From an optimization exercise on the open Yosys and OpenROAD flow, aimed at small area, a short achievable clock period and few clock cycles per item; shortcuts taken in it are not production practice.
In this exercise RTL edits were held to simulation tests only and were not proved equivalent to the original.

<file path="design/flow/constraint.sdc">
create_clock -name core_clock -period 28.0 [get_ports {clk}]
set_input_delay 5.6000 -clock core_clock [delete_from_list [all_inputs] [get_ports {clk}]]
set_output_delay 5.6000 -clock core_clock [all_outputs]
set_load 0.01 [all_outputs]
</file>
<file path="design/flow/design.v">
module tpaq_hasher (
    input  wire         clk,
    input  wire         rst,
    input  wire         in_valid,
    output wire         in_ready,
    input  wire         in_op,
    input  wire [149:0] in_data,
    output reg          out_valid,
    output reg          out_err,
    output reg  [223:0] out_ctx,
    output reg  [31:0]  out_c4,
    output reg  [23:0]  out_h
);
    localparam [31:0] C  = 32'd200002979;
    localparam [31:0] CC = C * C;
    function [31:0] mul_c;
        input [31:0] x;
        begin
            mul_c = (x << 2) + (x << 5) + (x << 12) + (x << 28)
                  - x - (x << 7) - (x << 9) - (x << 14) - (x << 18) - (x << 20) - (x << 26);
        end
    endfunction
    function [31:0] mul_k1;
        input [31:0] x;
        begin
            mul_k1 = (x << 2) + (x << 8) + (x << 11) + (x << 15) + (x << 30)
                   - x - (x << 4) - (x << 6) - (x << 13) - (x << 17) - (x << 21) - (x << 24) - (x << 26);
        end
    endfunction
    function [31:0] mul_k2;
        input [31:0] x;
        begin
            mul_k2 = (x << 5) + (x << 8) + (x << 12) + (x << 27)
                   - x - (x << 3) - (x << 10) - (x << 14) - (x << 18) - (x << 21) - (x << 23);
        end
    endfunction
    function [31:0] hash_c;
        input [31:0] py;
        input [31:0] y;
        reg   [31:0] g;
        begin
            g = CC ^ py;
            hash_c = {g[31], g[31:1]} ^ {{9{g[31]}}, g[31:9]} ^ {{2{C[31]}}, C[31:2]}
                   ^ {{3{y[31]}}, y[31:3]} ^ C;
        end
    endfunction
    assign in_ready = 1'b1;
    reg [31:0] c4, c8;
    reg [23:0] hp;           
    reg        hfull;
    reg [30:0] pos, bc;
    reg        text;         
    reg        v_s, e_s;
    wire        accept  = in_valid;
    wire [7:0]  b       = in_data[7:0];
    wire        refuse  = &pos;
    wire [23:0] h_cur   = hp + {16'd0, hfull ? 8'd0 : c4[7:0]};
    wire [19:0] h_mul   = h_cur[19:0] * 20'd43707;
    wire [23:0] hp_n    = {h_mul, 4'd0} + {c4[15:0], 8'd0};
    wire [30:0] pos_inc = pos + 31'd1;
    wire [30:0] bc_inc  = bc + 31'd1;
    wire        text0   = bc < (pos_inc >> 2);
    wire        text1   = bc_inc < (pos_inc >> 2);
    always @(posedge clk) begin
        if (rst) begin
            c4 <= 32'd0; c8 <= 32'd0; hp <= 24'd0; hfull <= 1'b1;
            pos <= 31'd0; bc <= 31'd0; text <= 1'b0;
            v_s <= 1'b0; e_s <= 1'b0;
        end else begin
            v_s <= accept;
            e_s <= accept && !in_op && refuse;
            if (accept) begin
                if (in_op) begin
                    c4    <= in_data[31:0];
                    c8    <= in_data[63:32];
                    hp    <= in_data[87:64];
                    hfull <= 1'b1;
                    pos   <= in_data[118:88];
                    bc    <= in_data[149:119];
                end else if (!refuse) begin
                    c4    <= {c4[23:0], b};
                    c8    <= {c8[23:0], c4[31:24]};
                    hp    <= hp_n;
                    hfull <= 1'b0;
                    pos   <= pos_inc;
                    bc    <= b[7] ? bc_inc : bc;
                    text  <= b[7] ? text1 : text0;
                end
            end
        end
    end
    reg        v_a, e_a, text_a;
    reg [31:0] c4_a, p_a, m_a, x6_a;
    reg [15:0] c8l_a;
    reg [23:0] h_a;
    wire [31:0] c4_sr = {{16{c4[31]}}, c4[31:16]};
    wire [31:0] c8_sr = {{16{c8[31]}}, c8[31:16]};
    wire [31:0] h1 = (text && (c4 & 32'h80808080) == 32'd0) ? c4 : c4_sr;
    wire [31:0] h2 = (text && (c8 & 32'h80808080) == 32'd0) ? c8 : c8_sr;
    wire [31:0] g6 = mul_c(h1) ^ mul_c(h2);
    always @(posedge clk) begin
        if (rst) begin
            v_a <= 1'b0; e_a <= 1'b0;
        end else begin
            v_a <= v_s; e_a <= e_s;
        end
        text_a <= text;
        c4_a   <= c4;
        c8l_a  <= c8[15:0];
        h_a    <= h_cur;
        p_a    <= mul_c(c4);
        m_a    <= mul_c(c4 & 32'hF0F0F0F0);
        x6_a   <= {g6[31], g6[31:1]} ^ {{9{g6[31]}}, g6[31:9]} ^ {{2{h1[31]}}, h1[31:2]}
                ^ {{3{h2[31]}}, h2[31:3]} ^ C;
    end
    reg        v_b, e_b;
    reg [31:0] c4_b;
    reg [23:0] h_b;
    reg [31:0] t_b [0:6];
    wire [31:0] x0 = text_a ? (c4_a ^ {16'd0, c8l_a}) : {c4_a[31:16], 16'd0};
    wire [31:0] x1 = hash_c(p_a << 24, c4_a << 24);
    wire [31:0] x2 = hash_c(p_a << 16, c4_a << 16);
    wire [31:0] x3 = hash_c(p_a << 8,  c4_a << 8);
    wire [31:0] x4 = hash_c(m_a,       c4_a & 32'hF0F0F0F0);
    wire [31:0] x5 = hash_c(p_a,       c4_a);
    always @(posedge clk) begin
        if (rst) begin
            v_b <= 1'b0; e_b <= 1'b0;
        end else begin
            v_b <= v_a; e_b <= e_a;
        end
        c4_b   <= c4_a;
        h_b    <= h_a;
        t_b[0] <= mul_k1(x0);
        t_b[1] <= mul_k1(x1) + 32'd1;
        t_b[2] <= mul_k1(x2) + 32'd2;
        t_b[3] <= mul_k1(x3) + 32'd3;
        t_b[4] <= mul_k1(x4) + 32'd4;
        t_b[5] <= mul_k1(x5) + 32'd5;
        t_b[6] <= mul_k1(x6_a) + 32'd6;
    end
    integer k;
    always @(posedge clk) begin
        if (rst) begin
            out_valid <= 1'b0; out_err <= 1'b0;
        end else begin
            out_valid <= v_b; out_err <= e_b;
        end
        out_c4 <= c4_b;
        out_h  <= h_b;
        for (k = 0; k < 7; k = k + 1)
            out_ctx[32*k +: 32] <= mul_k2({t_b[k][15:0], t_b[k][31:16]}) + k;
    end
endmodule
</file>
<file path="design/flow/config.mk">
export PLATFORM = sky130hd
export DESIGN_NAME = tpaq_hasher
export DESIGN_NICKNAME = tpaq_hasher
export VERILOG_FILES = /design/flow/design.v
export SDC_FILE = /design/flow/constraint.sdc
export NUM_CORES = 4
export LEC_CHECK = 0
export CAP_MARGIN = 20
export CORE_MARGIN = 2
export CORE_UTILIZATION = 40
export SLEW_MARGIN = 20
</file>
<file path="design/flow/run.sh">
#!/bin/bash
# synth_recipe.tcl (not shown) runs the flow's synth.tcl, then flattens the netlist and writes it again
# the make line also repeats each setting of config.mk as NAME=value (left out here)
make -C /OpenROAD-flow-scripts/flow DESIGN_CONFIG=/design/flow/config.mk WORK_HOME=/design/flow/orfs CLKGATE_MAP_FILE= SYNTH_SCRIPT=/design/flow/synth_recipe.tcl finish
</file>
==> run summary <==
[state kept, by name, indices dropped and copies added, names as in the netlist, 16 cells and up]
signal / flops
c4: 32
out_h: 24
pos: 31
c8: 32
hp: 24
out_ctx: 224
c4_a: 30
c4_b: 32
t_b: 201
out_c4: 32
bc: 31
h_b: 24
x6_a: 31
c8l_a: 16
h_a: 24
p_a: 32
m_a: 28
[through the flow]
step | cell area, µm²
after CTS | 145000
after detailed placement | 141000
after floorplan | 131000
after global placement | 141000
after global routing | 145000
final | 145000
[cell usage in the layout, fill, tap and decap left out, types with 49 or more instances in the layout]
master and instances:
sky130_fd_sc_hd__o21ai_1 136, sky130_fd_sc_hd__clkdlybuf4s50_1 432, sky130_fd_sc_hd__o21a_1 73, sky130_fd_sc_hd__nand3_1 118
sky130_fd_sc_hd__clkbuf_16 114, sky130_fd_sc_hd__a31oi_1 81, sky130_fd_sc_hd__nor2b_1 62, sky130_fd_sc_hd__xor2_1 265
sky130_fd_sc_hd__inv_1 3525, sky130_fd_sc_hd__a2111oi_0 49, sky130_fd_sc_hd__o21ai_0 131, sky130_fd_sc_hd__and3_1 51
sky130_fd_sc_hd__o21bai_1 76, sky130_fd_sc_hd__nor2_1 543, sky130_fd_sc_hd__nor3_1 119, sky130_fd_sc_hd__nand2b_1 52
sky130_fd_sc_hd__ha_1 1982, sky130_fd_sc_hd__buf_4 158, sky130_fd_sc_hd__fa_1 2435, sky130_fd_sc_hd__xnor2_1 893
sky130_fd_sc_hd__dfxtp_1 855, sky130_fd_sc_hd__a21oi_1 450, sky130_fd_sc_hd__nand2_1 272, sky130_fd_sc_hd__a21o_1 180
[cell families (layout without fill, tap and decap cells)]
logic type / Yosys count / count (layout) / share of synthesized area (%)
AOI/OAI and AO/OA: 1434 / 1434 / 7.06
xor gates and xnor gates: 1172 / 1172 / 7.92
adders and majority gates: 4417 / 4417 / 56.2
buffers and inverters: 3676 / 4331 / 10.6
DFF: 859 / 859 / 13.1
muxes: 17 / 17 / 0.145
other: 1 / 7 / 0.00286
and+or+nand+nor: 1407 / 1407 / 5.01
[final timing paths]
path / from / depth (start not counted) / end
setup / recovery: c4[0]$_SDFFE_PP0P_ / 39 / hp[23]$_SDFFE_PP0P_
hold / removal: h_b[22]$_DFF_P_ / 0 / out_h[22]$_DFF_P_
setup reg to reg: c4[0]$_SDFFE_PP0P_ / 39 / hp[23]$_SDFFE_PP0P_
hold reg to reg: h_b[22]$_DFF_P_ / 0 / out_h[22]$_DFF_P_
[critical path: cells and delay by family (launching register included)]
kind                       cells  cell delay, ps
DFF                            1             300
AOI/OAI and AO/OA             10            2470
adders and majority gates     10            3910
xor gates and xnor gates       4            1500
and+or+nand+nor                7             740
buffers and inverters          8             750
[layer usage]
| layer | routed length, µm | share of wire (%) |
|---|---|---|
| met1 | 162000 | 47 |
| met2 | 153000 | 44 |
| met3 | 21400 | 6.2 |
| met4 | 8530 | 2.5 |
| met5 | 52 | 0.015 |
[final cells by class]
type	instances	area, µm²	area share (%)
sequential	859	17200	11.8
clock buffer	140	3080	2.12
timing repair buffer	592	5540	3.81
clock inverter	64	796	0.547
antenna	6	15.0	0.0103
tap	4346	5440	3.74
inverter	3535	13300	9.13
multi-input combinational	8448	100000	68.8
==> run summary <==
gr ovfl total=0; count of hold buffers inserted by post-cts repair=0; Synth Net Count=17600; setup TNS=0 ps; Worst EP arrival=10580 ps; die height=just under 600 µm; Area Overhead vs Synth=11.0%; worst skew pair latency=900 ps; flip-flop and latch count after synthesis=859; placed instance count=approximately 18000; fraction of layout instances using a drive strength above 1=between 3 and 4%; layout filler cell count=between 30000 and 40000; port bufs=roughly 440; Final period util=35.1%; Final Non-Filler Cells=between 15000 and 20000; Core Box Area=327000 µm²; met1 usage=between 30 and 40%; largest fanout on the critical path=11; number of setup violations in the final report=0; total length of routed wires=about 350 mm; path type of the worst setup path=reg2reg; Post-Place Setup Slack=about 18000 ps; number of buffers inserted to repair setup after CTS=0; clock tree from TritonCTS=built; worst min path class=reg2reg; portion of synthesized cell area occupied by the leading cell type=~37%; Setup Skew=approximately 72 ps; unrepaired setup endpoints after global routing=no; most frequent cell after synthesis=sky130_fd_sc_hd__inv_1; global-route met2 utilization=33.5%; top cell types by occurrence after synthesis=sky130_fd_sc_hd__inv_1 (3526), sky130_fd_sc_hd__fa_1 (2435), sky130_fd_sc_hd__ha_1 (1982), sky130_fd_sc_hd__xnor2_1 (895), sky130_fd_sc_hd__dfxtp_1 (859); hold violation total from the final report=0; library cells used by synthesis=between 90 and 100; layer carrying the most global-route usage=met2; number of detailed-route iterations in the first pass=6; first-pass GRT wire length=about 550 mm; slowest stage delay, CP=approximately 840 ps; global-route usage over all layers=a little over a fifth; net count reported at finish=~18000; max-slew headroom at the worst pin=32.5%; maximum number of pins on one net before global-route repair=67; min Tclk post-route=9830 ps; warnings from Yosys=2; chip width=just under 600 µm; met3 capacity usage during global routing=around 3.5%; number of global-route vias before repair=slightly above 90000; number of antenna-violating nets in the routed design=0; slew of the pin with the lowest slew margin=between 1000 and 1500 ps; Critical Path Start Type=flip-flop; RePlAce Congestion=about 0.93; fin util=44.5%; minimum setup slack in the final design=between 15000 and 20000 ps; Reg clk slew, reported paths=70 ps; # rows=210; number of antenna violations at the first check in global routing=13; Slew Limit Fails=0; Initial Util=40.1%; cell at the root of the clock tree=sky130_fd_sc_hd__clkbuf_16; post-synthesis average cell area=10.1 µm²; initial drt markers=5148; Max clock buf depth=4; vias per cell=between 4 and 5; final routed wire length divided by cell count=between 15 and 20 µm; number of top-level pins=approximately 440; sequential-to-total area share from yosys stat=roughly an eighth; DRC violations left=0; run status=complete, no violations; post-cts repair resize count=0; worst hold slack=roughly 320 ps; data required time at the worst endpoint=approximately 29000 ps; post-synthesis cell count=about 13000; achievable clock frequency=0.102 GHz; final HPWL from detailed placement=just under 300 mm; total standard cell area after synthesis=around 130000 µm²; slowest cell on the critical path=sky130_fd_sc_hd__xor2_1; count of H-tree levels built during CTS=3; CP endpoint kind=flip-flop; detailed-route via count=around 87000; library cell with the largest summed area after synthesis=sky130_fd_sc_hd__fa_1; area enclosed by the die boundary=332000 µm²; clock buffer count from CTS=113; cell seen most often among critical-path stages=sky130_fd_sc_hd__inv_1; clock sink count=859; top area cells in the synthesized netlist=sky130_fd_sc_hd__fa_1 (37%), sky130_fd_sc_hd__ha_1 (19%), sky130_fd_sc_hd__dfxtp_1 (13%), sky130_fd_sc_hd__inv_1 (10%), sky130_fd_sc_hd__xnor2_1 (6.0%); primary flip-flop cell chosen by synthesis mapping=sky130_fd_sc_hd__dfxtp_1; worst reg2reg setup slack=18170 ps; number of flops mapped to enable cells by yosys=0; asr flop ratio synth=0%; number of maximum-capacitance constraint violations=0
Testbench counts, summed over its fixed seeds: cycles 32,024, items 32,000.

[port drivers added, routing unchanged]
In the flow no input, the clock included, has a driving cell. The finished layout below was timed again as built, in two steps.
Step 1 (the two cells are an assumption about what drives the block):
set clk [get_ports {clk}]
set_driving_cell -lib_cell sky130_fd_sc_hd__clkbuf_16 $clk
set_driving_cell -lib_cell sky130_fd_sc_hd__buf_2 [delete_from_list [all_inputs] $clk]
Step 2, shift: input delay + t, output delay - t, t = (earliest + latest rising clock arrival at the registers) / 2. This alone moves slack from input paths to output paths.
Three values: ideal ports, drivers, drivers and shift; two values: the first two.
t, ns: 0.974
slack for setup (ns): 18.169 / 18.169 / 18.169
worst register clock-pin slew, ns: 0.08 / 0.08
After both steps this run still meets setup and hold. The setup slack of this run moves by 0.000 ns with the drivers and by 0.000 ns with both steps.
